This is an optimization exercise on Yosys and OpenROAD, whose aim is small area, a short achievable clock period and few clock cycles, not a production implementation.
In this exercise RTL edits were held to simulation tests only and were not proved equivalent to the original.
Power and IR drop assume default switching activity.

$ cat config.mk
export PLATFORM = sky130hd
export DESIGN_NAME = x86rs_mmu
export DESIGN_NICKNAME = x86rs_mmu
export VERILOG_FILES = /design/flow/design.v
export SDC_FILE = /design/flow/constraint.sdc
export NUM_CORES = 4
export LEC_CHECK = 0
export ABC_CLOCK_PERIOD_IN_PS = 3000
export CAP_MARGIN = 20
export CORE_MARGIN = 2
export CORE_UTILIZATION = 55
export CTS_CLUSTER_DIAMETER = 60
export CTS_CLUSTER_SIZE = 24
export PLACE_DENSITY = 0.7
export SETUP_SLACK_MARGIN = 5
export SLEW_MARGIN = 20
$ cat constraint.sdc
create_clock -name core_clock -period 8.0 [get_ports {clk}]
set_input_delay 1.6000 -clock core_clock [delete_from_list [all_inputs] [get_ports {clk}]]
set_output_delay 1.6000 -clock core_clock [all_outputs]
set_load 0.01 [all_outputs]
$ cat design.v
module x86rs_mmu #(
    parameter NT = 8,       
    parameter N2 = 8        
) (
    input  wire        clk,
    input  wire        rst,             
    input  wire        req_valid,
    output reg         req_ready,
    input  wire [1:0]  req_op,          
    input  wire [1:0]  req_kind,        
    input  wire        req_user,        
    input  wire [63:0] req_opa,
    output reg         resp_valid,
    output reg  [1:0]  resp_status,     
    output wire [51:0] resp_pa,
    output reg         mem_req,
    output wire [51:3] mem_addr,
    input  wire        mem_gnt,
    input  wire        mem_rvalid,
    input  wire [63:0] mem_rdata
);
    localparam OP_TRANSLATE = 2'd0;
    localparam OP_WRROOT    = 2'd1;
    localparam OP_INVPG     = 2'd2;
    localparam KIND_FETCH = 2'd0;
    localparam KIND_WRITE = 2'd2;
    localparam RS_OK = 2'd0;
    localparam RS_PF = 2'd1;
    localparam RS_GP = 2'd2;
    localparam IT = (NT > 1) ? $clog2(NT) : 1;
    localparam I2 = (N2 > 1) ? $clog2(N2) : 1;
    function permits;
        input w, u, x;
        input [1:0] kind;
        input user;
        begin
            permits = 1'b1;
            if (user && !u) permits = 1'b0;
            if (kind == KIND_WRITE && !w) permits = 1'b0;
            if (kind == KIND_FETCH && !x) permits = 1'b0;
        end
    endfunction
    reg  [51:12] root;
    reg  [51:12] fb;                    
    reg  [11:0]  off;                   
    reg  [8:0]   ridx;                  
    assign resp_pa  = {fb, off};
    assign mem_addr = {fb, ridx};
    reg          look;                  
    reg          mwait;                 
    reg  [1:0]   level;                 
    reg          pw, pu, px;            
    reg  [1:0]   c_kind;
    reg          c_user;
    reg  [51:12] c_la;                  
    reg          c_inv;                 
    reg          c_wrroot;              
    reg          c_canon;               
    reg  [NT-1:0] c_tfill;              
    reg          t_act;                 
    reg          p_act;                 
    reg  [NT-1:0] c_tidxv;              
    reg  [NT-1:0] u_thitv;              
    reg  [N2-1:0] u_phitv;              
    reg  [N2-1:0] c_phitv;              
    reg  [N2-1:0] c_pfill;              
    reg  [I2-1:0] c_pidx;               
    reg          p2_v    [0:N2-1];
    reg  [47:21] p2_tag  [0:N2-1];
    reg  [51:12] p2_base [0:N2-1];
    reg          p2_w    [0:N2-1];
    reg          p2_u    [0:N2-1];
    reg          p2_x    [0:N2-1];
    reg  [N2-1:0] p_ref;                
    reg          tlb_v   [0:NT-1];
    reg  [I2-1:0] tlb_ptr [0:NT-1];     
    reg  [20:12] tlb_idx [0:NT-1];
    reg  [51:12] tlb_pfn [0:NT-1];     
    reg          tlb_w   [0:NT-1];
    reg          tlb_u   [0:NT-1];
    reg          tlb_x   [0:NT-1];
    reg  [NT-1:0] t_ref;                
    wire req_canonical = (req_opa[63:47] == {17{1'b0}}) || (req_opa[63:47] == {17{1'b1}});
    reg  [N2-1:0] p_hitv;
    reg  [NT-1:0] t_idxv;
    integer       i;
    always @* begin
        for (i = 0; i < N2; i = i + 1)
            p_hitv[i] = p2_tag[i] == req_opa[47:21];
        for (i = 0; i < NT; i = i + 1)
            t_idxv[i] = tlb_idx[i] == req_opa[20:12];
    end
    reg  [NT-1:0] c_thitv;
    always @*
        for (i = 0; i < NT; i = i + 1)
            c_thitv[i] = c_tidxv[i] && c_phitv[tlb_ptr[i]];
    reg  [NT-1:0] l_thitv;
    reg  [N2-1:0] l_phitv;
    reg  [I2-1:0] l_pidx;
    reg  [51:12]  t_pfn;
    reg           t_w, t_u, t_x;
    reg  [51:12]  p_base;
    reg           p_w, p_u, p_x;
    reg  [IT-1:0] t_vict;
    reg  [N2-1:0] p_vict;
    reg  [I2-1:0] p_vidx;
    always @* begin
        for (i = 0; i < NT; i = i + 1) l_thitv[i] = c_thitv[i] && tlb_v[i];
        for (i = 0; i < N2; i = i + 1) l_phitv[i] = c_phitv[i] && p2_v[i];
        t_pfn = 40'd0; t_w = 1'b0; t_u = 1'b0; t_x = 1'b0;
        for (i = 0; i < NT; i = i + 1)
            if (l_thitv[i]) begin
                t_pfn = t_pfn | tlb_pfn[i];
                t_w = t_w | tlb_w[i];
                t_u = t_u | tlb_u[i];
                t_x = t_x | tlb_x[i];
            end
        p_base = 40'd0; p_w = 1'b0; p_u = 1'b0; p_x = 1'b0;
        l_pidx = {I2{1'b0}};
        for (i = 0; i < N2; i = i + 1)
            if (l_phitv[i]) begin
                l_pidx = l_pidx | i[I2-1:0];
                p_base = p_base | p2_base[i];
                p_w = p_w | p2_w[i];
                p_u = p_u | p2_u[i];
                p_x = p_x | p2_x[i];
            end
        t_vict = {IT{1'b0}};
        for (i = NT - 1; i >= 0; i = i - 1)
            if (!(tlb_v[i] && t_ref[i])) t_vict = i[IT-1:0];
        p_vict = {N2{1'b0}};
        p_vidx = {I2{1'b0}};
        for (i = N2 - 1; i >= 0; i = i - 1)
            if (!(p2_v[i] && p_ref[i])) begin
                p_vict = {{(N2-1){1'b0}}, 1'b1} << i;
                p_vidx = i[I2-1:0];
            end
    end
    wire t_hit = |l_thitv;
    wire p_hit = |l_phitv;
    reg [8:0] nidx;
    always @* begin
        case (level)
            2'd3:    nidx = c_la[38:30];
            2'd2:    nidx = c_la[29:21];
            default: nidx = c_la[20:12];
        endcase
    end
    wire nw = pw & mem_rdata[1];
    wire nu = pu & mem_rdata[2];
    wire nx = px & ~mem_rdata[63];
    wire [NT-1:0] t_vict1 = {{(NT-1){1'b0}}, 1'b1} << t_vict;
    always @(posedge clk) begin
        c_tidxv <= t_idxv;
        c_phitv <= p_hitv;
        if (req_ready) begin
            c_kind  <= req_kind;
            c_user  <= req_user;
            c_la    <= req_opa[51:12];
            c_canon <= req_canonical;
            off     <= req_opa[11:0];
        end
        if (look) begin
            c_tfill <= t_vict1;
            c_pidx  <= p_hit ? l_pidx : p_vidx;
            c_pfill <= p_hit ? l_phitv : p_vict;
            fb <= t_pfn ^ (p_hit ? p_base : root);
            if (p_hit) begin
                level <= 2'd0;
                ridx  <= c_la[20:12];
                pw <= p_w; pu <= p_u; px <= p_x;
            end else begin
                level <= 2'd3;
                ridx  <= c_la[47:39];
                pw <= 1'b1; pu <= 1'b1; px <= 1'b1;
            end
        end
        if (mwait)
            ridx <= nidx;
        if (mwait && mem_rvalid)
            fb <= mem_rdata[51:12];
        if (mwait && mem_rvalid) begin
            pw    <= nw;
            pu    <= nu;
            px    <= nx;
            if (level != 2'd0) level <= level - 2'd1;
        end
        for (i = 0; i < NT; i = i + 1)
            if (t_act && c_tfill[i]) begin
                tlb_ptr[i] <= c_pidx;
                tlb_idx[i] <= c_la[20:12];
                tlb_pfn[i] <= mem_rdata[51:12] ^ fb;
                tlb_w[i]   <= nw;
                tlb_u[i]   <= nu;
                tlb_x[i]   <= nx;
            end
        for (i = 0; i < N2; i = i + 1)
            if (p_act && c_pfill[i]) begin
                p2_tag[i]  <= c_la[47:21];
                p2_base[i] <= mem_rdata[51:12];
                p2_w[i]    <= nw;
                p2_u[i]    <= nu;
                p2_x[i]    <= nx;
            end
    end
    always @(posedge clk) begin
        resp_valid <= 1'b0;
        look       <= 1'b0;
        c_inv      <= 1'b0;
        c_wrroot   <= 1'b0;
        if (rst) begin
            req_ready <= 1'b1;
            mem_req   <= 1'b0;
            mwait     <= 1'b0;
            t_act     <= 1'b0;
            p_act     <= 1'b0;
            root      <= 40'd0;
            t_ref     <= {NT{1'b0}};
            p_ref     <= {N2{1'b0}};
            u_thitv   <= {NT{1'b0}};
            u_phitv   <= {N2{1'b0}};
            for (i = 0; i < NT; i = i + 1) tlb_v[i] <= 1'b0;
            for (i = 0; i < N2; i = i + 1) p2_v[i] <= 1'b0;
        end else begin
            if (req_ready && req_valid) begin
                case (req_op)
                    OP_WRROOT: begin
                        resp_valid <= 1'b1;
                        if (req_user) begin
                            resp_status <= RS_GP;
                        end else begin
                            resp_status <= RS_OK;
                            c_wrroot    <= 1'b1;
                        end
                    end
                    OP_INVPG: begin
                        resp_valid <= 1'b1;
                        if (req_user) begin
                            resp_status <= RS_GP;
                        end else begin
                            resp_status <= RS_OK;
                            c_inv       <= 1'b1;
                        end
                    end
                    default: begin
                        req_ready <= 1'b0;
                        look      <= 1'b1;
                    end
                endcase
            end
            if (c_wrroot) begin
                root <= c_la;
                for (i = 0; i < NT; i = i + 1) tlb_v[i] <= 1'b0;
                for (i = 0; i < N2; i = i + 1) p2_v[i] <= 1'b0;
            end
            if (|u_thitv)
                t_ref <= ((t_ref | u_thitv) == {NT{1'b1}}) ? u_thitv : (t_ref | u_thitv);
            if (|u_phitv)
                p_ref <= ((p_ref | u_phitv) == {N2{1'b1}}) ? u_phitv : (p_ref | u_phitv);
            u_thitv <= (look && c_canon) ? l_thitv : {NT{1'b0}};
            u_phitv <= (look && c_canon) ? l_phitv : {N2{1'b0}};
            if (c_inv && c_canon)
                for (i = 0; i < NT; i = i + 1)
                    if (c_thitv[i]) tlb_v[i] <= 1'b0;
            if (look) begin
                if (!c_canon) begin
                    resp_valid  <= 1'b1;
                    req_ready   <= 1'b1;
                    resp_status <= RS_PF;
                end else if (t_hit) begin
                    resp_valid  <= 1'b1;
                    req_ready   <= 1'b1;
                    resp_status <= permits(t_w, t_u, t_x, c_kind, c_user) ? RS_OK : RS_PF;
                end else begin
                    mem_req <= 1'b1;
                    t_act   <= p_hit;
                end
            end
            if (mem_req && mem_gnt) begin
                mem_req <= 1'b0;
                mwait   <= 1'b1;
            end
            if (mwait && mem_rvalid) begin
                mwait <= 1'b0;
                t_act <= level == 2'd1 && mem_rdata[0];
                p_act <= level == 2'd2 && mem_rdata[0];
                if (!mem_rdata[0]) begin
                    resp_valid  <= 1'b1;
                    resp_status <= RS_PF;
                    req_ready   <= 1'b1;
                end else if (level != 2'd0) begin
                    mem_req <= 1'b1;
                end else begin
                    resp_valid  <= 1'b1;
                    req_ready   <= 1'b1;
                    resp_status <= permits(nw, nu, nx, c_kind, c_user) ? RS_OK : RS_PF;
                    u_thitv     <= c_tfill;
                end
                if (level == 2'd0)
                    for (i = 0; i < NT; i = i + 1)
                        if (c_tfill[i]) tlb_v[i] <= mem_rdata[0];
                if (level == 2'd1) begin
                    for (i = 0; i < N2; i = i + 1)
                        if (c_pfill[i]) p2_v[i] <= mem_rdata[0];
                    for (i = 0; i < NT; i = i + 1)
                        if (tlb_ptr[i] == c_pidx) tlb_v[i] <= 1'b0;
                    if (mem_rdata[0])
                        u_phitv <= c_pfill;
                end
            end
        end
    end
endmodule
$ cat flow/run.sh
#!/bin/bash
# The standard layout, with the port buffers made of buf_4 cells instead of
# the buffer that buffer_ports picks by default. Everything else is the standard flow's
# standard flow (standard.sh), whose full output goes to standard.log.
set -o pipefail
export BUFFER_PORTS_ARGS="-buffer_cell sky130_fd_sc_hd__buf_4"
bash standard.sh > standard.log 2>&1
$ cat standard.sh
#!/bin/bash
# synth_recipe.tcl (not shown) runs the flow's synth.tcl, then flattens the netlist and writes it again
# the make line also repeats each setting of config.mk as NAME=value (left out here)
make -C /OpenROAD-flow-scripts/flow DESIGN_CONFIG=/design/flow/config.mk WORK_HOME=/design/flow/orfs CLKGATE_MAP_FILE= SYNTH_SCRIPT=/design/flow/synth_recipe.tcl "${@:-finish}"
==> run summary, run 1 <==
outcome=complete, no violations; number of global-route vias before repair=27.17k; buffer depth of the longest clock path=3; die width=300.4 um; CTS sink cnt=1244; critical path peak fanout=3; # rows=108; first-pass GRT wire length=186.8 mm; Layout area overhead=12.76%; largest net degree at the start of global routing=89; critical path depth=1; Initial DRC Count=3779; async set-reset flop share out of synthesis=0%; reg2reg path depth=10; area share of the largest cell type after synthesis=70.15%; post-synth cell types=62; DR pass1 iterations=9; CP arrival=1.43 ns; area leader, netlist=edfxtp_1; crit start category=flip-flop; main combinational cell family by area after synthesis=compound AO/OA/AOI/OAI gates; met3 WL=13.65 mm; Cells after Synth=3015; worst slack at placement=3.916 ns; layout cells sized above 1=16.16%; Fillers=6122; final net count=3327; post-synthesis xor/xnor area fraction=7.104%; Buf/Inv on CP=1; Worst Hold Depth=2; Skew-Pair Late Insertion Delay=0.67 ns; Primary FF master, synth=edfxtp_1; Min Clock Period, post-route=3.031 ns; die height=300.4 um; Yosys reg bits=1244; WL met1=49.99 mm; Mapped Area=0.04833 sq mm; CTS Hold Buffers Added=0; Syn Nets=3155; Area contributors post-synth=edfxtp_1, dfxtp_1, xor2_1; H-tree levels=3; antenna viol nets, final=0; setup tns final=0 ns; number of flops mapped to enable cells by yosys=1129; clock root buffer=clkbuf_16; total die area=0.09026 sq mm; Initial Util=55.62%; Post-Route WL=131.2 mm; VDD IR max=0.2033 mV; port bufs=223; core area=0.08689 sq mm; Seq/Total Area, Yosys=74.92%; grt total ovfl=0; setup violators final=0; Synth Area in Compound Gates=7.684%; IO Count=244; TritonCTS clock tree=built; Util after Layout=62.72%; final-report max-slew violation count=0; Relative slew margins=31.51%; Power Dens Cells=227.2 mW/mm^2; worst setup margin=4.969 ns; adder-cell share of the synthesized area=0.05178%; GP Congestion=0.8942; simple-gate area share of the yosys netlist=5.670%; Synth Warn #=14; delay-heaviest family, CP=flip-flops; Worst-path clk slew=0.09 ns; syn_area_per_cell=16.03 sq um; Static Leak=17.85 nW; Post-route DRC=0; Worst Setup End Kind=output port; DP HPWL=76.74 mm; count leader, synth=edfxtp_1; Layout Skew=0.04088 ns; required time of the critical path=6.40 ns; Top Layer Used=met5; max frequency=329.9 MHz; Slew @ Worst Pin=1.027 ns; antenna violations before repair=9; post-synthesis mux area share=2.480%; vias after detailed routing=28.28k; worst-path cell chain=buf_4; routed wl met2=62.21 mm; Hold Fails Final Rpt=0; Via density=6.409; CTS buffer count=84; slowest CP cell=edfxtp_1; # Max-Cap Violations=0; DR WL/cell=29.73 um; Post-synth top cells=edfxtp_1, xor2_1, a22oi_1, xnor2_1, dfxtp_1; Slowest Stage Delay on Critical Path=0.55 ns; Worst Path Class, Setup=reg2out; RSZ-0062 raised after global routing=yes; gr usage total=28.64%; Hold WC Path Type=reg2reg; final worst path period share=37.89%
per-layer routing:
metal | GRT usage, % | vias up
met5 | 0 | -
met1 | 39.65 | 14243
met2 | 45.52 | 1703
li1 | - | 12080
met3 | 5.332 | 243
met4 | 11.01 | 12
state kept, by name, summed over array words and instances, names as in the netlist, 9 cells and up:
register,cells
off,12
tlb_pfn,320
fb,40
tlb_ptr,24
p2_tag,216
p2_base,320
tlb_idx,72
c_la,40
root,40
ridx,9
area by class of cell:
| cell class | instances | area (sq um) | area share, % |
|---|---|---|---|
| Clock buffer | 90 | 2167 | 3.977 |
| Timing Repair Buffer | 291 | 2405 | 4.413 |
| Antenna cell | 4 | 10.01 | 0.01837 |
| Inverter | 18 | 67.56 | 0.1240 |
| Multi-Input combinational cell | 1548 | 11390 | 20.90 |
| Clock inverter | 63 | 792.0 | 1.453 |
| Sequential cell | 1244 | 36220 | 66.46 |
| Tap cell | 1155 | 1445 | 2.652 |
report_power, final:
group	switching (mW)	total, mW	internal, mW
Sequential	0.112	7.28	7.17
Clock	2.43	4.66	2.23
Combinational	0.288	0.442	0.153
Total	2.83	12.4	9.55
timing repair:
item | CTS | global route
gates cloned | 1 | 0
endpoints found under the setup margin | 89 | 79
pin swaps | 1 | 1
gates resized for setup | 57 | 30
buffers inserted | 9 | 14
layout by cell type (no fill, tap or decap), drive strengths merged, types with 4 or more instances in the layout:
cell / n
nor3: 15
nor2b: 8
or2: 5
dfxtp: 115
o21bai: 7
and2: 30
a222oi: 80
mux2i: 98
clkinv: 21
nand4: 78
xor2: 248
a22o: 14
a21oi: 75
xnor2: 144
and3: 5
a31oi: 4
o21ai: 65
nor3b: 6
buf: 290
o311ai: 4
diode: 4
nor2: 93
mux2: 13
o22ai: 11
nand2: 114
a221oi: 17
nand2b: 8
nor4: 71
nand3: 94
o211ai: 10
clkbuf: 90
edfxtp: 1129
a22oi: 199
inv: 55
stage by stage:
step                      area [sq um]  cells  power [mW]  hold slack [ns]
after floorplan                  48330   3015       7.580           0.4562
after global placement           50930   4232       7.837           0.4750
after detailed placement         50930   4232       7.853           0.4927
after CTS                        54260   4395       12.42           0.4980
after global routing             54490   4411       12.70           0.5216
final                            54490   4413       12.38           0.5075
final timing paths:
kind / start / to / slack, ns
worst min-delay path: u_thitv[5]$_SDFF_PP0_ / t_ref[5]$_SDFFE_PP0P_ / 0.51
worst max register to register: c_phitv[4]$_DFF_P_ / fb[51]$_DFFE_PP_ / 5.05
worst max-delay path: fb[13]$_DFFE_PP_ / resp_pa[13] / 4.97
worst min register to register: u_thitv[5]$_SDFF_PP0_ / t_ref[5]$_SDFFE_PP0P_ / 0.51
kinds of logic after synthesis:
family                   Yosys count
AO/OA/AOI/OAI                    506
XOR/XNOR                         392
adder cells (fa/ha/maj)            2
buffers and inverters            223
flip-flops                      1244
multiplexers                     114
AND/OR/NAND/NOR                  534
Testbench counts, summed over its fixed seeds: cycles 180,076.
==> run 2: changes to the inputs <==
--- a/design.v
+++ b/design.v
@@ -1,6 +1,6 @@
 module x86rs_mmu #(
     parameter NT = 8,       
-    parameter N2 = 8        
+    parameter N2 = 6        
 ) (
     input  wire        clk,
     input  wire        rst,             
==> run 2 against run 1 <==
Net effect:
- cell area fell by 10%
- clock-buffer cell count did not move
- die area fell by 9.8%
- sequential share of layout area fell by 1.3 points
- hold slack got worse by 0.013 ns
- critical endpoint is now mem_addr[49]
==> run summary, run 2 <==
required time of the critical path=6.40 ns (about the same); Seq/Total Area, Yosys=72.97% (-1.9 points); number of global-route vias before repair=25.37k (-6.6%); CP arrival=1.37 ns (-0.06 ns); # Max-Cap Violations=0 (unchanged); fin cells=4114 (-6.8%); number of flops mapped to enable cells by yosys=987 (-13%); port bufs=223 (unchanged); CTS buffer count=71 (-15%); IO Count=244 (unchanged); Synth Warn #=14 (unchanged); Buf/Inv on CP=1 (unchanged); syn_area_per_cell=15.19 sq um (-5.2%); max frequency=336.2 MHz (+1.9%); Area contributors post-synth=edfxtp_1, dfxtp_1, xor2_1; DR pass1 iterations=6 (-3); Primary FF master, synth=edfxtp_1; Layout area overhead=12.05%; Relative slew margins=31.21% (-0.30 points); async set-reset flop share out of synthesis=0% (unchanged); die width=285.4 um (-5.0%); post-synth cell types=71 (+15%); area leader, netlist=edfxtp_1; largest registers=tlb_pfn: 320 flops, p2_base: 240 flops, p2_tag: 162 flops; Static Leak=15.65 nW (-12%); Syn Nets=3007 (-4.7%); Largest register FFs=320; clock root buffer=clkbuf_16; worst-path cell chain=buf_4; Post-synth top cells=edfxtp_1, xor2_1, o21ai_0, a22oi_1, xnor2_1; first-pass GRT wire length=168.5 mm (-9.8%); Layout Skew=0.03054 ns (-0.01034 ns); final worst path period share=37.18% (-0.71 points); Util after Layout=61.98% (-0.74 points); Via density=6.425 (+0.25%); Post-route DRC=0 (unchanged); VDD IR max=0.1438 mV (-29%); DP HPWL=65.29 mm (-15%); Initial DRC Count=3402 (-10%); Worst Path Class, Setup=reg2out; GP Congestion=0.9198 (+2.9%); Cells after Synth=2867 (-4.9%); most frequent cells in the layout=edfxtp_1, buf_4, xor2_1; antenna viol nets, final=0 (unchanged); worst hold margin=0.4944 ns (-0.01308 ns); Hold WC Path Type=reg2reg; setup violators final=0 (unchanged); Slew @ Worst Pin=1.032 ns (+0.004501 ns); slowest CP cell=edfxtp_1; grt total ovfl=0 (unchanged); Slowest Stage Delay on Critical Path=0.53 ns (-0.02 ns); DR WL/cell=29.25 um (-1.6%); Worst Setup End Kind=output port; Post-Route WL=120.3 mm (-8.3%); setup tns final=0 ns (unchanged); Min Clock Period, post-route=2.974 ns (-0.05679 ns); Mapped Area=0.04355 sq mm (-9.9%); # rows=103 (-4.6%); buffer depth of the longest clock path=3 (unchanged); delay-heaviest family, CP=flip-flops; total die area=0.08145 sq mm (-9.8%); Skew-Pair Late Insertion Delay=0.66 ns (about the same); antenna violations before repair=6 (-3); final-report max-slew violation count=0 (unchanged); count leader, synth=edfxtp_1; gr usage total=28.36% (-0.28 points); Placed Cells=3959 (-6.5%); TritonCTS clock tree=built; area share of the largest cell type after synthesis=68.05% (-2.1 points); Yosys reg bits=1094 (-12%); Hold Fails Final Rpt=0 (unchanged); largest net degree at the start of global routing=85 (-4.5%); most common library cell in the layout ignoring fill and taps=edfxtp_1; core area=0.07874 sq mm (-9.4%); crit start category=flip-flop; die height=285.4 um (-5.0%); Initial Util=55.31% (-0.31 points); vias after detailed routing=26.43k (-6.5%); CTS sink cnt=1094 (-12%); layout cells sized above 1=16.33% (+0.16 points); Power Dens Cells=220.8 mW/mm^2 (-2.8%); Worst-path clk slew=0.08 ns (about the same); outcome=complete, no violations; final net count=3143 (-5.5%); total power=10.78 mW (-13%); RSZ-0062 raised after global routing=no; critical path peak fanout=3 (unchanged); Largest Register=tlb_pfn; H-tree levels=3 (unchanged)
run 2: cell types whose count changed after synthesis, sizes merged, moves of 22 or more:
| cell | before | now |
|---|---|---|
| nor3 | 15 | 51 |
| xor2 | 248 | 183 |
| inv | 18 | 40 |
| o21ai | 65 | 205 |
| a222oi | 80 | 2 |
| nand3 | 94 | 38 |
| o2111ai | 0 | 34 |
| a22oi | 199 | 163 |
| edfxtp | 1129 | 987 |
| a21oi | 75 | 51 |
| a22o | 14 | 68 |
run 2: path summary, 6_finish.rpt:
path / cells after the start / slack, ns / start / to
worst max-delay path: 1 / 5.03 / fb[49]$_DFFE_PP_ / mem_addr[49]
worst min-delay path: 2 / 0.49 / u_phitv[4]$_SDFF_PP0_ / p_ref[4]$_SDFFE_PP0P_
worst min register to register: 2 / 0.49 / u_phitv[4]$_SDFF_PP0_ / p_ref[4]$_SDFFE_PP0P_
worst max register to register: 7 / 5.07 / c_phitv[2]$_DFF_P_ / fb[33]$_DFFE_PP_
run 2: kinds of logic (layout without fill, tap and decap cells):
| kind of cell | count (synthesis) | in the layout | synth area share, % |
|---|---|---|---|
| and+or+nand+nor | 508 | 509 | 6.536 |
| buffers and inverters | 257 | 444 | 2.752 |
| other | 0 | 2 | 0 |
| xor gates and xnor gates | 338 | 338 | 6.797 |
| AOI/OAI and AO/OA | 585 | 592 | 8.978 |
| adders and majority gates | 2 | 2 | 0.05745 |
| muxes | 83 | 83 | 1.910 |
| DFF | 1094 | 1094 | 72.97 |
run 2: report_power, final:
| group | switching, mW | internal (mW) | leakage [nW] | total [mW] |
|---|---|---|---|---|
| clock | 2.04 | 1.95 | 1.21 | 4.00 |
| sequential | 0.109 | 6.31 | 9.83 | 6.42 |
| combinational | 0.227 | 0.134 | 4.61 | 0.361 |
| total | 2.38 | 8.40 | 15.7 | 10.8 |
run 2: area by class of cell:
type                       instances  area (sq um)
fill                            5632         29940
multi-input combinational       1524         10960
sequential                      1094         31800
clock buffer                      90          1973
inverter                          41         153.9
clock inverter                    42         511.7
antenna                            2         5.005
tap                             1050          1314
timing repair buffer             271          2086
run 2: per-stage QoR:
| stage | cell area [sq um] | setup WS (ns) |
|---|---|---|
| 3_3_place_gp | 45880 | 4.226 |
| 6_report | 48800 | 5.026 |
| 4_1_cts | 48560 | 4.968 |
| 3_5_place_dp | 45880 | 4.180 |
| 2_1_floorplan | 43560 | 5.159 |
| 5_1_grt | 48800 | 5.001 |
run 2: timing repair:
action / CTS / global route
hold buffers: 0 / 0
buffers inserted: 0 / 13
gates cloned: 3 / 5
setup endpoints to repair: 114 / 48
pin swaps: 2 / 7
resized for setup: 34 / 19
run 2: layer usage:
layer  vias to the layer above  global-route usage (%)  part of all wire [%]
met5                         -                       0                 0.021
met4                         4                   8.927                   3.4
met3                       236                   5.000                    10
met2                      1545                   46.06                    47
met1                     13391                   39.34                    39
li1                      11255                       -                     -
Testbench counts of run 2, summed over its fixed seeds: cycles 190,346.
==> run 3: changes to the inputs <==
--- a/design.v
+++ b/design.v
@@ -71,7 +71,8 @@
     reg          p2_w    [0:N2-1];
     reg          p2_u    [0:N2-1];
     reg          p2_x    [0:N2-1];
-    reg  [N2-1:0] p_ref;                
+    reg  [I2-1:0] p_age [0:N2-1];       
+    reg  [I2-1:0] u_age;
     reg          tlb_v   [0:NT-1];
     reg  [I2-1:0] tlb_ptr [0:NT-1];     
     reg  [20:12] tlb_idx [0:NT-1];
@@ -79,7 +80,8 @@
     reg          tlb_w   [0:NT-1];
     reg          tlb_u   [0:NT-1];
     reg          tlb_x   [0:NT-1];
-    reg  [NT-1:0] t_ref;                
+    reg  [IT-1:0] t_age [0:NT-1];       
+    reg  [IT-1:0] ut_age;
     wire req_canonical = (req_opa[63:47] == {17{1'b0}}) || (req_opa[63:47] == {17{1'b1}});
     reg  [N2-1:0] p_hitv;
     reg  [NT-1:0] t_idxv;
@@ -127,11 +129,13 @@
             end
         t_vict = {IT{1'b0}};
         for (i = NT - 1; i >= 0; i = i - 1)
-            if (!(tlb_v[i] && t_ref[i])) t_vict = i[IT-1:0];
+            if (t_age[i] == NT - 1) t_vict = i[IT-1:0];
+        for (i = NT - 1; i >= 0; i = i - 1)
+            if (!tlb_v[i]) t_vict = i[IT-1:0];
         p_vict = {N2{1'b0}};
         p_vidx = {I2{1'b0}};
         for (i = N2 - 1; i >= 0; i = i - 1)
-            if (!(p2_v[i] && p_ref[i])) begin
+            if (p_age[i] == N2 - 1) begin
                 p_vict = {{(N2-1){1'b0}}, 1'b1} << i;
                 p_vidx = i[I2-1:0];
             end
@@ -215,8 +219,8 @@
             t_act     <= 1'b0;
             p_act     <= 1'b0;
             root      <= 40'd0;
-            t_ref     <= {NT{1'b0}};
-            p_ref     <= {N2{1'b0}};
+            for (i = 0; i < NT; i = i + 1) t_age[i] <= i[IT-1:0];
+            for (i = 0; i < N2; i = i + 1) p_age[i] <= i[I2-1:0];
             u_thitv   <= {NT{1'b0}};
             u_phitv   <= {N2{1'b0}};
             for (i = 0; i < NT; i = i + 1) tlb_v[i] <= 1'b0;
@@ -253,10 +257,22 @@
                 for (i = 0; i < NT; i = i + 1) tlb_v[i] <= 1'b0;
                 for (i = 0; i < N2; i = i + 1) p2_v[i] <= 1'b0;
             end
-            if (|u_thitv)
-                t_ref <= ((t_ref | u_thitv) == {NT{1'b1}}) ? u_thitv : (t_ref | u_thitv);
-            if (|u_phitv)
-                p_ref <= ((p_ref | u_phitv) == {N2{1'b1}}) ? u_phitv : (p_ref | u_phitv);
+            if (|u_thitv) begin
+                ut_age = {IT{1'b0}};
+                for (i = 0; i < NT; i = i + 1)
+                    if (u_thitv[i]) ut_age = ut_age | t_age[i];
+                for (i = 0; i < NT; i = i + 1)
+                    if (u_thitv[i]) t_age[i] <= {IT{1'b0}};
+                    else if (t_age[i] < ut_age) t_age[i] <= t_age[i] + 1'b1;
+            end
+            if (|u_phitv) begin
+                u_age = {I2{1'b0}};
+                for (i = 0; i < N2; i = i + 1)
+                    if (u_phitv[i]) u_age = u_age | p_age[i];
+                for (i = 0; i < N2; i = i + 1)
+                    if (u_phitv[i]) p_age[i] <= {I2{1'b0}};
+                    else if (p_age[i] < u_age) p_age[i] <= p_age[i] + 1'b1;
+            end
             u_thitv <= (look && c_canon) ? l_thitv : {NT{1'b0}};
             u_phitv <= (look && c_canon) ? l_phitv : {N2{1'b0}};
             if (c_inv && c_canon)
==> run 3 against run 2 <==
Net effect:
- sequential share of layout area down 1.6 points
- sequential power rose by 2%
- die area increased by 3.5%
- register-to-register slack got worse by 0.17 ns
- sequential cell count is 28 higher
- non-clock buffer count up 7
- critical path depth rose by 6
- clock power up 12%
- setup slack got worse by 0.12 ns
- largest power group unchanged
- still clean
- total power is 5.9% higher
- highest routed layer unchanged
- wire length grew 4.0%
- fmax fell by 3.9%
==> run summary, run 3 <==
outcome=complete, no violations; hold path start=p2_v[4]$_SDFF_PP0_; final net count=3324 (+5.8%); Min Clock Period, post-route=3.095 ns (+0.1210 ns); Seq/Total Area, Yosys=71.70% (-1.3 points); largest net degree at the start of global routing=87 (+2.4%); largest registers=tlb_pfn: 320 flops, p2_base: 240 flops, p2_tag: 162 flops; H-tree levels=3 (unchanged); Placed Cells=4086 (+3.2%); grt total ovfl=0 (unchanged); setup violators final=0 (unchanged); buffer depth of the longest clock path=3 (unchanged); Slew @ Worst Pin=1.120 ns (+0.08830 ns); # rows=105 (+1.9%); final-report max-slew violation count=0 (unchanged); post-synth cell types=75 (+5.6%); final worst path period share=38.69% (+1.5 points); vias after detailed routing=27.65k (+4.6%); Synth Warn #=16 (+2); crit start category=flip-flop; CP Launch Point=c_phitv[5]$_DFF_P_; required time of the critical path=8.39 ns (+1.99 ns); die width=290.4 um (+1.7%); Largest Register=tlb_pfn; critical path peak fanout=11 (+8); Initial Util=55.29% (about the same); global-route met1 utilization=40.08% (+0.74 points); layout cells sized above 1=15.22% (-1.1 points); Cells after Synth=2977 (+3.8%); antenna viol nets, final=0 (unchanged); setup tns final=0 ns (unchanged); CTS sink cnt=1122 (+2.6%); Syn Nets=3173 (+5.5%); DR WL/cell=29.34 um (+0.33%); max frequency=323.1 MHz (-3.9%); syn_area_per_cell=15.15 sq um (-0.26%); Area contributors post-synth=edfxtp_1, dfxtp_1, xor2_1; post-route cell area=0.05090 sq mm (+4.3%); area share of the largest cell type after synthesis=65.71% (-2.3 points); Hold Fails Final Rpt=0 (unchanged); Hold WC Path Type=reg2reg; Post-route DRC=0 (unchanged); R2R Path Start=c_phitv[5]$_DFF_P_; GR peak layer=met2; port bufs=223 (unchanged); CTS buffer count=79 (+11%); Worst Path Class, Setup=reg2reg; cell area after placement=0.04745 sq mm (+3.4%); CTS Hold Buffers Added=0 (unchanged); Mapped Area=0.04511 sq mm (+3.6%); Layout area overhead=12.85%; Relative slew margins=25.33% (-5.9 points); first-pass GRT wire length=180.2 mm (+7.0%); Post-Route WL=125.1 mm (+4.0%); Via density=6.484 (+0.93%); # Max-Cap Violations=0 (unchanged); IO Count=244 (unchanged); crit path to=resp_status[0]$_DFFE_PN_; async set-reset flop share out of synthesis=0% (unchanged); clock root buffer=clkbuf_16; antenna violations before repair=6 (unchanged); DP HPWL=70.08 mm (+7.3%); GR Util met2=45.94% (-0.12 points); RSZ-0062 raised after global routing=yes; Power Dens Cells=224.1 mW/mm^2 (+1.5%); reg2reg path depth=7 (unchanged); most common library cell in the layout ignoring fill and taps=edfxtp_1; Layout Skew=0.05114 ns (+0.02059 ns); Largest register FFs=320 (unchanged); total die area=0.08432 sq mm (+3.5%); Worst Setup End Kind=flip-flop; Post-synth top cells=edfxtp_1, xor2_1, a22oi_1, clkbuf_1, nand2_1; core area=0.08158 sq mm (+3.6%); die height=290.4 um (+1.7%); Yosys reg bits=1122 (+2.6%); fin cells=4264 (+3.6%); area leader, netlist=edfxtp_1; met3 Use GR=6.722% (+1.7 points); worst hold margin=0.4873 ns (-0.007078 ns); most frequent cells in the layout=edfxtp_1, buf_4, xor2_1; TritonCTS clock tree=built; gr usage total=29.16% (+0.79 points); number of global-route vias before repair=26.99k (+6.4%); slack of the worst reg-to-reg path=4.90 ns (-0.17 ns); Skew-Pair Late Insertion Delay=0.68 ns (+0.02 ns); CP arrival=3.49 ns (+2.12 ns); Primary FF master, synth=edfxtp_1; Worst-path clk slew=0.09 ns (about the same); Initial DRC Count=3701 (+8.8%); Static Leak=16.71 nW (+6.7%); FF-to-FF End=resp_status[0]$_DFFE_PN_; GP Congestion=0.8984 (-2.3%); number of flops mapped to enable cells by yosys=987 (unchanged); DR pass1 iterations=8 (+2); VDD IR max=0.1675 mV (+16%); count leader, synth=edfxtp_1
## run 3: cell count changes after synthesis, moves of 28 or more
cell,delta
xnor2_1,-28
ha_1,+56
o21ai_0,-124
buf_2,-28
a222oi_1,+82
clkbuf_1,+28
o21ai_1,+44
a22oi_1,+32
xor2_1,+34
nand3_1,+47
a22o_1,-68
o2111ai_1,-32
dfxtp_1,+28
nor3_2,-29
## run 3: worst max-delay path: stages, from the launching register on
cell and delay, ns:
dfxtp_1 0.60, mux2i_1 0.21, nor3_4 0.58, o21a_4 0.45
or4_4 0.23, nor3_1 0.05, or4_1 0.51, o22a_1 0.19
## run 3: per-stage QoR
stage / total power [mW] / util (%) / setup slack, ns
after floorplan: 6.839 / - / 5.008
final: 11.41 / 62.39 / 4.905
after CTS: 11.44 / 62.21 / 4.964
after detailed placement: 7.076 / 58.16 / 4.014
after global routing: 11.69 / 62.39 / 4.926
after global placement: 7.059 / 58.12 / 4.067
## run 3: layer usage
| metal | up-vias | part of all wire [%] |
|---|---|---|
| met5 | - | 0.053 |
| met4 | 10 | 3.3 |
| met3 | 230 | 11 |
| met2 | 1591 | 47 |
| met1 | 13939 | 39 |
| li1 | 11879 | - |
## run 3: power breakdown
part	internal (mW)	switching, mW	leakage, nW
Clock	2.20	2.26	1.39
Sequential	6.46	0.112	10.0
Combinational	0.141	0.242	5.27
Total	8.79	2.62	16.7
## run 3: how the worst min path moves through the flow
stage,to,cells past startpoint
after floorplan,root[12]$_SDFFE_PP0P_,2
after global placement,root[12]$_SDFFE_PP0P_,2
after detailed placement,p2_v[4]$_SDFF_PP0_,2
after CTS,p2_v[4]$_SDFF_PP0_,2
after global routing,p2_v[4]$_SDFF_PP0_,2
final,p2_v[4]$_SDFF_PP0_,2
## run 3: what timing repair did
action / 4_1_cts / 5_1_grt
setup buffers: 12 / 9
endpoints found under the setup margin: 74 / 37
cloned: 9 / 0
pin swaps: 6 / 4
gates resized for setup: 45 / 13
## run 3: cell type report
cell class	instances	area (sq um)
Inverter	29	108.9
Timing Repair Buffer	278	2243
Multi-Input combinational cell	1618	11950
Clock buffer	89	2078
Tap cell	1070	1339
Clock inverter	57	834.6
Sequential cell	1122	32350
Fill cell	5850	30680
Antenna cell	1	2.502
## run 3: logic make-up (layout without fill, tap and decap cells)
kind of cell	Yosys count	after routing	share of synthesized area, %
flops	1122	1122	71.70
compound gates	585	591	9.389
simple gates	529	532	6.016
xor+xnor	344	344	6.679
buf+inv	246	453	2.519
mux	93	93	2.091
fa+ha+maj	58	58	1.609
other cells	0	1	0
Testbench counts of run 3, summed over its fixed seeds: cycles 180,570.
==> run 4: changes to the inputs <==
--- a/design.v
+++ b/design.v
@@ -71,8 +71,7 @@
     reg          p2_w    [0:N2-1];
     reg          p2_u    [0:N2-1];
     reg          p2_x    [0:N2-1];
-    reg  [I2-1:0] p_age [0:N2-1];       
-    reg  [I2-1:0] u_age;
+    reg  [N2-1:0] p_ref;                
     reg          tlb_v   [0:NT-1];
     reg  [I2-1:0] tlb_ptr [0:NT-1];     
     reg  [20:12] tlb_idx [0:NT-1];
@@ -80,8 +79,7 @@
     reg          tlb_w   [0:NT-1];
     reg          tlb_u   [0:NT-1];
     reg          tlb_x   [0:NT-1];
-    reg  [IT-1:0] t_age [0:NT-1];       
-    reg  [IT-1:0] ut_age;
+    reg  [NT-1:0] t_ref;                
     wire req_canonical = (req_opa[63:47] == {17{1'b0}}) || (req_opa[63:47] == {17{1'b1}});
     reg  [N2-1:0] p_hitv;
     reg  [NT-1:0] t_idxv;
@@ -129,13 +127,11 @@
             end
         t_vict = {IT{1'b0}};
         for (i = NT - 1; i >= 0; i = i - 1)
-            if (t_age[i] == NT - 1) t_vict = i[IT-1:0];
-        for (i = NT - 1; i >= 0; i = i - 1)
-            if (!tlb_v[i]) t_vict = i[IT-1:0];
+            if (!(tlb_v[i] && t_ref[i])) t_vict = i[IT-1:0];
         p_vict = {N2{1'b0}};
         p_vidx = {I2{1'b0}};
         for (i = N2 - 1; i >= 0; i = i - 1)
-            if (p_age[i] == N2 - 1) begin
+            if (!(p2_v[i] && p_ref[i])) begin
                 p_vict = {{(N2-1){1'b0}}, 1'b1} << i;
                 p_vidx = i[I2-1:0];
             end
@@ -207,6 +203,13 @@
                 p2_x[i]    <= nx;
             end
     end
+    always @(posedge clk)
+        if (look)
+            resp_status <= (c_canon && permits(t_w, t_u, t_x, c_kind, c_user)) ? RS_OK : RS_PF;
+        else if (mwait)
+            resp_status <= (mem_rdata[0] && permits(nw, nu, nx, c_kind, c_user)) ? RS_OK : RS_PF;
+        else
+            resp_status <= req_user ? RS_GP : RS_OK;
     always @(posedge clk) begin
         resp_valid <= 1'b0;
         look       <= 1'b0;
@@ -219,8 +222,8 @@
             t_act     <= 1'b0;
             p_act     <= 1'b0;
             root      <= 40'd0;
-            for (i = 0; i < NT; i = i + 1) t_age[i] <= i[IT-1:0];
-            for (i = 0; i < N2; i = i + 1) p_age[i] <= i[I2-1:0];
+            t_ref     <= {NT{1'b0}};
+            p_ref     <= {N2{1'b0}};
             u_thitv   <= {NT{1'b0}};
             u_phitv   <= {N2{1'b0}};
             for (i = 0; i < NT; i = i + 1) tlb_v[i] <= 1'b0;
@@ -230,21 +233,13 @@
                 case (req_op)
                     OP_WRROOT: begin
                         resp_valid <= 1'b1;
-                        if (req_user) begin
-                            resp_status <= RS_GP;
-                        end else begin
-                            resp_status <= RS_OK;
-                            c_wrroot    <= 1'b1;
-                        end
+                        if (!req_user)
+                            c_wrroot <= 1'b1;
                     end
                     OP_INVPG: begin
                         resp_valid <= 1'b1;
-                        if (req_user) begin
-                            resp_status <= RS_GP;
-                        end else begin
-                            resp_status <= RS_OK;
-                            c_inv       <= 1'b1;
-                        end
+                        if (!req_user)
+                            c_inv <= 1'b1;
                     end
                     default: begin
                         req_ready <= 1'b0;
@@ -257,36 +252,19 @@
                 for (i = 0; i < NT; i = i + 1) tlb_v[i] <= 1'b0;
                 for (i = 0; i < N2; i = i + 1) p2_v[i] <= 1'b0;
             end
-            if (|u_thitv) begin
-                ut_age = {IT{1'b0}};
-                for (i = 0; i < NT; i = i + 1)
-                    if (u_thitv[i]) ut_age = ut_age | t_age[i];
-                for (i = 0; i < NT; i = i + 1)
-                    if (u_thitv[i]) t_age[i] <= {IT{1'b0}};
-                    else if (t_age[i] < ut_age) t_age[i] <= t_age[i] + 1'b1;
-            end
-            if (|u_phitv) begin
-                u_age = {I2{1'b0}};
-                for (i = 0; i < N2; i = i + 1)
-                    if (u_phitv[i]) u_age = u_age | p_age[i];
-                for (i = 0; i < N2; i = i + 1)
-                    if (u_phitv[i]) p_age[i] <= {I2{1'b0}};
-                    else if (p_age[i] < u_age) p_age[i] <= p_age[i] + 1'b1;
-            end
+            if (|u_thitv)
+                t_ref <= ((t_ref | u_thitv) == {NT{1'b1}}) ? u_thitv : (t_ref | u_thitv);
+            if (|u_phitv)
+                p_ref <= ((p_ref | u_phitv) == {N2{1'b1}}) ? u_phitv : (p_ref | u_phitv);
             u_thitv <= (look && c_canon) ? l_thitv : {NT{1'b0}};
             u_phitv <= (look && c_canon) ? l_phitv : {N2{1'b0}};
             if (c_inv && c_canon)
                 for (i = 0; i < NT; i = i + 1)
                     if (c_thitv[i]) tlb_v[i] <= 1'b0;
             if (look) begin
-                if (!c_canon) begin
-                    resp_valid  <= 1'b1;
-                    req_ready   <= 1'b1;
-                    resp_status <= RS_PF;
-                end else if (t_hit) begin
+                if (!c_canon || t_hit) begin
                     resp_valid  <= 1'b1;
                     req_ready   <= 1'b1;
-                    resp_status <= permits(t_w, t_u, t_x, c_kind, c_user) ? RS_OK : RS_PF;
                 end else begin
                     mem_req <= 1'b1;
                     t_act   <= p_hit;
@@ -300,29 +278,25 @@
                 mwait <= 1'b0;
                 t_act <= level == 2'd1 && mem_rdata[0];
                 p_act <= level == 2'd2 && mem_rdata[0];
-                if (!mem_rdata[0]) begin
+                if (!mem_rdata[0] || level == 2'd0) begin
                     resp_valid  <= 1'b1;
-                    resp_status <= RS_PF;
                     req_ready   <= 1'b1;
-                end else if (level != 2'd0) begin
-                    mem_req <= 1'b1;
                 end else begin
-                    resp_valid  <= 1'b1;
-                    req_ready   <= 1'b1;
-                    resp_status <= permits(nw, nu, nx, c_kind, c_user) ? RS_OK : RS_PF;
-                    u_thitv     <= c_tfill;
-                end
-                if (level == 2'd0)
-                    for (i = 0; i < NT; i = i + 1)
-                        if (c_tfill[i]) tlb_v[i] <= mem_rdata[0];
-                if (level == 2'd1) begin
-                    for (i = 0; i < N2; i = i + 1)
-                        if (c_pfill[i]) p2_v[i] <= mem_rdata[0];
-                    for (i = 0; i < NT; i = i + 1)
-                        if (tlb_ptr[i] == c_pidx) tlb_v[i] <= 1'b0;
-                    if (mem_rdata[0])
-                        u_phitv <= c_pfill;
+                    mem_req <= 1'b1;
                 end
+                if (mem_rdata[0] && level == 2'd0)
+                    u_thitv <= c_tfill;
+                if (mem_rdata[0] && level == 2'd1)
+                    u_phitv <= c_pfill;
+            end
+            if (t_act)
+                for (i = 0; i < NT; i = i + 1)
+                    if (c_tfill[i]) tlb_v[i] <= mem_rdata[0];
+            if (p_act) begin
+                for (i = 0; i < N2; i = i + 1)
+                    if (c_pfill[i]) p2_v[i] <= mem_rdata[0];
+                for (i = 0; i < NT; i = i + 1)
+                    if (tlb_ptr[i] == c_pidx) tlb_v[i] <= 1'b0;
             end
         end
     end
--- a/config.mk
+++ b/config.mk
@@ -8,9 +8,9 @@
 export ABC_CLOCK_PERIOD_IN_PS = 3000
 export CAP_MARGIN = 20
 export CORE_MARGIN = 2
-export CORE_UTILIZATION = 55
+export CORE_UTILIZATION = 65
 export CTS_CLUSTER_DIAMETER = 60
 export CTS_CLUSTER_SIZE = 24
-export PLACE_DENSITY = 0.7
+export PLACE_DENSITY = 0.8
 export SETUP_SLACK_MARGIN = 5
 export SLEW_MARGIN = 20
==> run 4 against run 3 <==
Net effect:
- critical path type is now reg2out
- still clean on timing, DRC and antenna
- cell area fell by 3.5%
- via count fell by 0.81%
- fmax rose by 1.4%
- combinational power fell by 2%
- first-iteration DRC count rose by 13%
- die area fell by 16%
- sequential cell count fell by 28
- largest power group unchanged
- critical path depth fell by 6
- wire length fell by 5.1%
- sequential share of layout area rose by 1.1 points
==> run summary, run 4 <==
outcome=complete, no violations; Clk network pwr share=34.1% (-5.0 points); worst-path cell chain=buf_6; # rows=96 (-8.6%); most common library cell in the layout ignoring fill and taps=edfxtp_1; TritonCTS clock tree=built; Slew @ Worst Pin=1.107 ns (-0.01308 ns); buffer depth of the longest clock path=3 (unchanged); number of global-route vias before repair=26.81k (-0.67%); Post-synth top cells=edfxtp_1, a22oi_1, xor2_1, clkbuf_1, xnor2_1; core area=0.06823 sq mm (-16%); Slowest Stage Delay on Critical Path=0.57 ns (-0.03 ns); die width=266.0 um (-8.4%); Yosys reg bits=1094 (-2.5%); area share of the largest cell type after synthesis=66.29% (+0.58 points); final net count=3139 (-5.6%); port bufs=223 (unchanged); multi-input logic area=0.01189 sq mm (-0.51%); final worst path period share=38.15% (-0.54 points); routed wl met2=56.33 mm (-3.2%); Layout Skew=0.04428 ns (-0.006855 ns); # Max-Cap Violations=0 (unchanged); final-report max-slew violation count=0 (unchanged); Static Leak=16.44 nW (-1.6%); count leader, synth=edfxtp_1; critical path peak fanout=3 (-8); gr usage total=33.30% (+4.1 points); Initial DRC Count=4175 (+13%); Largest register FFs=320 (unchanged); total die area=0.07076 sq mm (-16%); max frequency=327.6 MHz (+1.4%); Worst-path clk slew=0.09 ns (about the same); Net Sw Power=2.244 mW (-14%); WL met1=42.97 mm (-12%); slowest CP cell=edfxtp_1; GP Congestion=0.8687 (-3.3%); post-synth cell types=72 (-4.0%); Synth Warn #=14 (-2); RSZ-0062 raised after global routing=yes; IO Count=244 (unchanged); Worst Setup End Kind=output port; sequential power share=62.3% (+4.7 points); required time of the critical path=6.40 ns (-1.99 ns); VDD IR max=0.2255 mV (+35%); met3 WL=14.92 mm (+8.1%); first-pass GRT wire length=172.3 mm (-4.4%); Largest Register=tlb_pfn; crit start category=flip-flop; Comb power frac=3.6% (+0.2 points); vias after detailed routing=27.42k (-0.81%); CTS sink cnt=1094 (-2.5%); Cells after Synth=2873 (-3.5%); CP arrival=1.45 ns (-2.04 ns); Sw Share=21.74% (-1.2 points); Initial Util=65.40% (+10 points); Mapped Area=0.04462 sq mm (-1.1%); area leader, netlist=edfxtp_1; delay-heaviest family, CP=flip-flops; grt total ovfl=0 (unchanged); worst hold margin=0.5001 ns (+0.01280 ns); DR WL/cell=30.20 um (+2.9%); Hold WC Path Type=reg2reg; number of flops mapped to enable cells by yosys=985 (-0.20%); setup violators final=0 (unchanged); setup tns final=0 ns (unchanged); hold path start=u_phitv[4]$_SDFF_PP0_; Via density=6.973 (+7.5%); most frequent cells in the layout=edfxtp_1, buf_4, a22oi_1; R2R Path Start=c_phitv[5]$_DFF_P_; layout cells sized above 1=16.30% (+1.1 points); die height=266.0 um (-8.4%); Worst Path Class, Setup=reg2out; antenna violations before repair=8 (+2); largest net degree at the start of global routing=92 (+5.7%); CP Launch Point=fb[46]$_DFFE_PP_; internal power=8.074 mW (-8.2%); DP HPWL=67.02 mm (-4.4%); CTS buffer count=60 (-24%); Min Clock Period, post-route=3.052 ns (-0.04317 ns); Buf/Inv on CP=1 (+1); Primary FF master, synth=edfxtp_1; Fillers=4144 (-29%); clock root buffer=clkbuf_16; H-tree levels=2 (-1); Relative slew margins=26.20% (+0.87 points); sequential cell area=0.03177 sq mm (-1.8%); Post-Route WL=118.8 mm (-5.1%); async set-reset flop share out of synthesis=0% (unchanged); Top Layer Used=met5; antenna viol nets, final=0 (unchanged); syn_area_per_cell=15.53 sq um (+2.5%); Layout area overhead=10.12%; Hold Fails Final Rpt=0 (unchanged); Syn Nets=3013 (-5.0%); Area contributors post-synth=edfxtp_1, dfxtp_1, a22oi_1; Post-route DRC=0 (unchanged); Skew-Pair Late Insertion Delay=0.69 ns (about the same); Seq/Total Area, Yosys=71.18% (-0.52 points); DR pass1 iterations=6 (-2); Power Dens Cells=210.0 mW/mm^2 (-6.3%); largest registers=tlb_pfn: 320 flops, p2_base: 240 flops, p2_tag: 162 flops
==> run 4: changes by cell type in the layout (fill, tap and decap cells not counted), moves of 30 or more <==
| cell | change |
|---|---|
| a2111oi_4 | +39 |
| a21oi_1 | +32 |
| a222oi_1 | -81 |
| a31o_1 | +69 |
| and3_1 | +83 |
| dfxtp_1 | -30 |
| ha_1 | -56 |
| nand2_1 | -39 |
| nand3_1 | -58 |
| nand4_1 | +40 |
| o211a_1 | +42 |
| o21ai_1 | -75 |
| xor2_1 | -51 |
==> run 4: logic make-up (layout without fill, tap and decap cells) <==
family,count (synthesis),after routing,synth area share (%)
buf+inv,242,417,2.605
other cells,0,1,0
simple gates,554,554,6.716
fa+ha+maj,2,2,0.05607
mux,82,82,1.935
flops,1094,1094,71.18
xor+xnor,298,298,5.849
compound gates,601,603,11.66
==> run 4: power groups by stage <==
stage	logic, mW	registers, mW	clock network [mW]
after floorplan	0.188	6.50	0
final	0.375	6.43	3.52
after global routing	0.399	6.43	3.71
after CTS	0.371	6.42	3.52
after global placement	0.351	6.55	0
after detailed placement	0.365	6.55	0
==> run 4: timing repair <==
item / CTS / global route
cloned: 2 / 0
buffers inserted: 13 / 9
hold buffers: 0 / 0
pin swaps: 2 / 3
resized for setup: 25 / 12
endpoints found under the setup margin: 108 / 66
==> run 4: metal layers <==
| layer | track usage [%] | vias to the layer above |
|---|---|---|
| met5 | 0 | - |
| met4 | 13.21 | 10 |
| met3 | 7.468 | 305 |
| met2 | 53.08 | 1925 |
| met1 | 45.14 | 13728 |
| li1 | - | 11456 |
==> run 4: path summary, 6_finish.rpt <==
kind	depth (start not counted)	slack, ns	end
setup / recovery	1	4.95	resp_pa[46]
hold / removal	2	0.50	p_ref[4]$_SDFFE_PP0P_
setup reg to reg	7	5.12	fb[41]$_DFFE_PP_
hold reg to reg	2	0.50	p_ref[4]$_SDFFE_PP0P_
==> run 4: cell type report <==
class	count	share of cell area, %
sequential	1094	64.66
multi-input combinational	1539	24.19
timing repair buffer	288	4.622
clock buffer	83	3.471
tap	882	2.246
clock inverter	30	0.6850
inverter	16	0.1222
antenna	1	0.005093
==> run 4: tightest hold or removal path, delay by kind of cell, from the launching register on <==
kind / cells / cell delay [ns]
AOI/OAI and AO/OA: 1 / 0.04
DFF: 1 / 0.34
and+or+nand+nor: 1 / 0.07
==> run 4: stage by stage <==
stage	cells	util (%)	setup WS (ns)	total power, mW	cell area (sq um)
6_report	3933	72.02	4.948	10.32	49140
5_1_grt	3932	72.02	4.929	10.54	49130
4_1_cts	3922	71.80	4.958	10.32	48990
3_5_place_dp	3794	68.46	4.050	6.920	46710
3_3_place_gp	3794	68.46	4.078	6.900	46710
2_1_floorplan	2873	-	5.081	6.691	44630
Testbench counts of run 4, summed over its fixed seeds: cycles 190,346.
==> run 5: changes to the inputs <==
--- a/config.mk
+++ b/config.mk
@@ -8,9 +8,9 @@
 export ABC_CLOCK_PERIOD_IN_PS = 3000
 export CAP_MARGIN = 20
 export CORE_MARGIN = 2
-export CORE_UTILIZATION = 65
+export CORE_UTILIZATION = 55
 export CTS_CLUSTER_DIAMETER = 60
 export CTS_CLUSTER_SIZE = 24
-export PLACE_DENSITY = 0.8
+export PLACE_DENSITY = 0.7
 export SETUP_SLACK_MARGIN = 5
 export SLEW_MARGIN = 20
==> run 5 against run 4 <==
Net effect:
- still clean on timing, DRC and antenna
- cell area rose by 0.98%
- combinational power about the same
- setup slack improved by 0.034 ns
- register-to-register slack worse by 0.04 ns
- area after synthesis did not move
- hold slack improved by 0.016 ns
- critical path type unchanged
- critical endpoint is now resp_pa[45]
- largest cell class unchanged
- largest power group unchanged
- highest routed layer unchanged
==> run summary, run 5 <==
outcome=complete, no violations; crit start category=flip-flop; # Max-Cap Violations=0 (unchanged); Largest register FFs=320 (unchanged); Slowest Stage Delay on Critical Path=0.55 ns (-0.02 ns); Layout area overhead=11.20%; Skew-Pair Late Insertion Delay=0.66 ns (-0.03 ns); Hold WC Path Type=reg2reg; Static Leak=16.54 nW (+0.61%); CP arrival=1.42 ns (-0.03 ns); slowest CP cell=edfxtp_1; die width=288.8 um (+8.6%); Initial DRC Count=3369 (-19%); met3 WL=11.99 mm (-20%); VDD IR max=0.1514 mV (-33%); async set-reset flop share out of synthesis=0% (unchanged); Layout Skew=0.02409 ns (-0.02019 ns); layout cells sized above 1=16.86% (+0.57 points); critical path peak fanout=3 (unchanged); vias after detailed routing=26.86k (-2.0%); Mapped Area=0.04462 sq mm (unchanged); main combinational cell family by area after synthesis=compound AO/OA/AOI/OAI gates; Relative slew margins=27.34% (+1.1 points); Yosys reg bits=1094 (unchanged); core area=0.08042 sq mm (+18%); delay-heaviest family, CP=flip-flops; Slew @ Worst Pin=1.090 ns (-0.01715 ns); RSZ-0062 raised after global routing=yes; required time of the critical path=6.40 ns (about the same); Clk network pwr share=36.3% (+2.2 points); Via density=6.514 (-6.6%); Synth Warn #=14 (unchanged); count leader, synth=edfxtp_1; routed wl met2=58.39 mm (+3.7%); Cells after Synth=2873 (unchanged); Buf/Inv on CP=1 (unchanged); DP HPWL=69.05 mm (+3.0%); most common library cell in the layout ignoring fill and taps=edfxtp_1; Hold Fails Final Rpt=0 (unchanged); first-pass GRT wire length=174.9 mm (+1.5%); Seq/Total Area, Yosys=71.18% (unchanged); Primary FF master, synth=edfxtp_1; max frequency=331.4 MHz (+1.1%); CTS sink cnt=1094 (unchanged); simple-gate area share of the yosys netlist=6.716% (unchanged); H-tree levels=3 (+1); post-synthesis xor/xnor area fraction=5.849% (unchanged); Post-Route WL=121.9 mm (+2.7%); Worst Setup End Kind=output port; syn_area_per_cell=15.53 sq um (unchanged); largest registers=tlb_pfn: 320 flops, p2_base: 240 flops, p2_tag: 162 flops; grt total ovfl=0 (unchanged); final net count=3144 (+0.16%); GP Congestion=0.8866 (+2.1%); most frequent cells in the layout=edfxtp_1, buf_4, a22oi_1; area leader, netlist=edfxtp_1; Area contributors post-synth=edfxtp_1, dfxtp_1, a22oi_1; number of flops mapped to enable cells by yosys=985 (unchanged); number of global-route vias before repair=26.45k (-1.3%); final worst path period share=37.72% (-0.43 points); worst hold margin=0.5162 ns (+0.01603 ns); buffer depth of the longest clock path=3 (unchanged); Sw Share=22.68% (+0.94 points); setup violators final=0 (unchanged); adder-cell share of the synthesized area=0.05608% (unchanged); DR WL/cell=29.57 um (-2.1%); Syn Nets=3013 (unchanged); antenna viol nets, final=0 (unchanged); total die area=0.08343 sq mm (+18%); Worst Path Class, Setup=reg2out; WL met1=47.38 mm (+10%); final-report max-slew violation count=0 (unchanged); post-synthesis mux area share=1.935% (unchanged); worst-path cell chain=buf_4; gr usage total=28.78% (-4.5 points); setup tns final=0 ns (unchanged); Synth Area in Compound Gates=11.66% (unchanged); Initial Util=55.49% (-9.9 points); Comb power frac=3.5% (about the same); port bufs=223 (unchanged); largest net degree at the start of global routing=92 (unchanged); die height=288.8 um (+8.6%); internal power=8.252 mW (+2.2%); sequential power share=60.2% (-2.1 points); Post-route DRC=0 (unchanged); Net Sw Power=2.421 mW (+7.9%); Top Layer Used=met5; Largest Register=tlb_pfn; antenna violations before repair=7 (-1); Min Clock Period, post-route=3.018 ns (-0.03423 ns); CTS buffer count=70 (+17%); DR pass1 iterations=6 (unchanged); area share of the largest cell type after synthesis=66.29% (unchanged); Power Dens Cells=215.1 mW/mm^2 (+2.4%); clock root buffer=clkbuf_16; Worst-path clk slew=0.09 ns (about the same); post-synth cell types=72 (unchanged); TritonCTS clock tree=built; # rows=104 (+8.3%); Post-synth top cells=edfxtp_1, a22oi_1, xor2_1, clkbuf_1, xnor2_1; IO Count=244 (unchanged)
[run 5: cell count changes in the layout (fill, tap and decap cells not counted), moves of 5 or more]
cell       change
clkbuf_1       -8
buf_6          -7
clkinv_8       +7
clkbuf_16      +5
inv_6          +5
inv_8          +5
[run 5: through the flow]
stage	setup WS (ns)	instances	cell area [sq um]	utilization (%)	power [mW]
after floorplan	5.081	2873	44630	-	6.691
after global placement	4.013	3972	46930	58.36	6.909
after detailed placement	3.978	3972	46940	58.37	6.926
after CTS	4.983	4111	49490	61.54	10.71
after global routing	4.954	4120	49610	61.69	10.94
final	4.982	4124	49620	61.70	10.67
[run 5: layout make-up]
cell class                 instances  area (sq um)
tap                             1060          1326
clock buffer                      79          1795
sequential                      1094         31770
inverter                          16         60.06
antenna                            4         10.01
fill                            5802         30800
multi-input combinational       1539         11870
timing repair buffer             283          2201
clock inverter                    49         578.1
[run 5: cells by family after synthesis]
kind of cell	after synthesis
AO/OA/AOI/OAI	601
XOR/XNOR	298
adder cells (fa/ha/maj)	2
buffers and inverters	242
flip-flops	1094
multiplexers	82
AND/OR/NAND/NOR	554
[run 5: what timing repair did]
item | CTS | global route
cloned | 1 | 1
pin swaps | 1 | 4
endpoints found under the setup margin | 109 | 60
resized for setup | 19 | 11
hold buffers | 0 | 0
setup buffers | 10 | 8
[run 5: path summary, 6_finish.rpt]
check                         from                    end  slack (ns)  depth (start not counted)
min reg2reg  root[37]$_SDFFE_PP0P_  root[37]$_SDFFE_PP0P_        0.52                          2
min          root[37]$_SDFFE_PP0P_  root[37]$_SDFFE_PP0P_        0.52                          2
max reg2reg     c_phitv[4]$_DFF_P_       fb[28]$_DFFE_PP_        5.08                          7
max               fb[45]$_DFFE_PP_            resp_pa[45]        4.98                          1
[run 5: per-layer routing]
layer,track usage [%],vias to the layer above
met2,46.30,1433
met1,39.07,13729
met4,10.81,2
li1,-,11468
met3,5.803,231
met5,0,-
[run 5: power by group through the flow]
| stage | Combinational, mW | Clock (mW) | Sequential [mW] |
|---|---|---|---|
| 3_5_place_dp | 0.367 | 0 | 6.56 |
| 2_1_floorplan | 0.188 | 0 | 6.50 |
| 5_1_grt | 0.402 | 4.10 | 6.44 |
| 6_report | 0.372 | 3.87 | 6.43 |
| 3_3_place_gp | 0.355 | 0 | 6.55 |
| 4_1_cts | 0.372 | 3.90 | 6.43 |

==> afterwards: timing with drivers on the ports <==
In the flow no input, the clock included, has a driving cell. The finished layouts below were timed again as built, in two steps.
Step 1 (the two cells are an assumption about what drives the block):
set clk [get_ports {clk}]
set_driving_cell -lib_cell sky130_fd_sc_hd__clkbuf_16 $clk
set_driving_cell -lib_cell sky130_fd_sc_hd__buf_2 [delete_from_list [all_inputs] $clk]
Step 2 also shifts input and output timing later by t, the mid clock arrival at the registers, as if the neighbouring blocks saw the same clock.
Three values: ideal, step 1, step 2; two values: the first two.
run | t, ns | slack for setup (ns) | worst hold slack (ns) | latest minus earliest clock arrival (ns) | pins driven straight from the clock port
run 1 | 0.718 | 4.969 / 4.903 / 4.393 | 0.507 / 0.507 / 0.507 | 0.045 / 0.045 | 1
run 2 | 0.710 | 5.026 / 4.955 / 4.442 | 0.494 / 0.494 / 0.494 | 0.031 / 0.031 | 1
run 3 | 0.723 | 4.905 / 4.876 / 4.401 | 0.487 / 0.487 / 0.487 | 0.053 / 0.054 | 1
run 4 | 0.732 | 4.948 / 4.882 / 4.289 | 0.500 / 0.500 / 0.500 | 0.046 / 0.045 | 1
run 5 | 0.710 | 4.982 / 4.918 / 4.327 | 0.516 / 0.516 / 0.516 | 0.027 / 0.027 | 1
After both steps setup and hold are still met in every run listed. The setup slack of run 4, which loses most, moves by -0.066 ns with the drivers and by -0.659 ns with both steps.
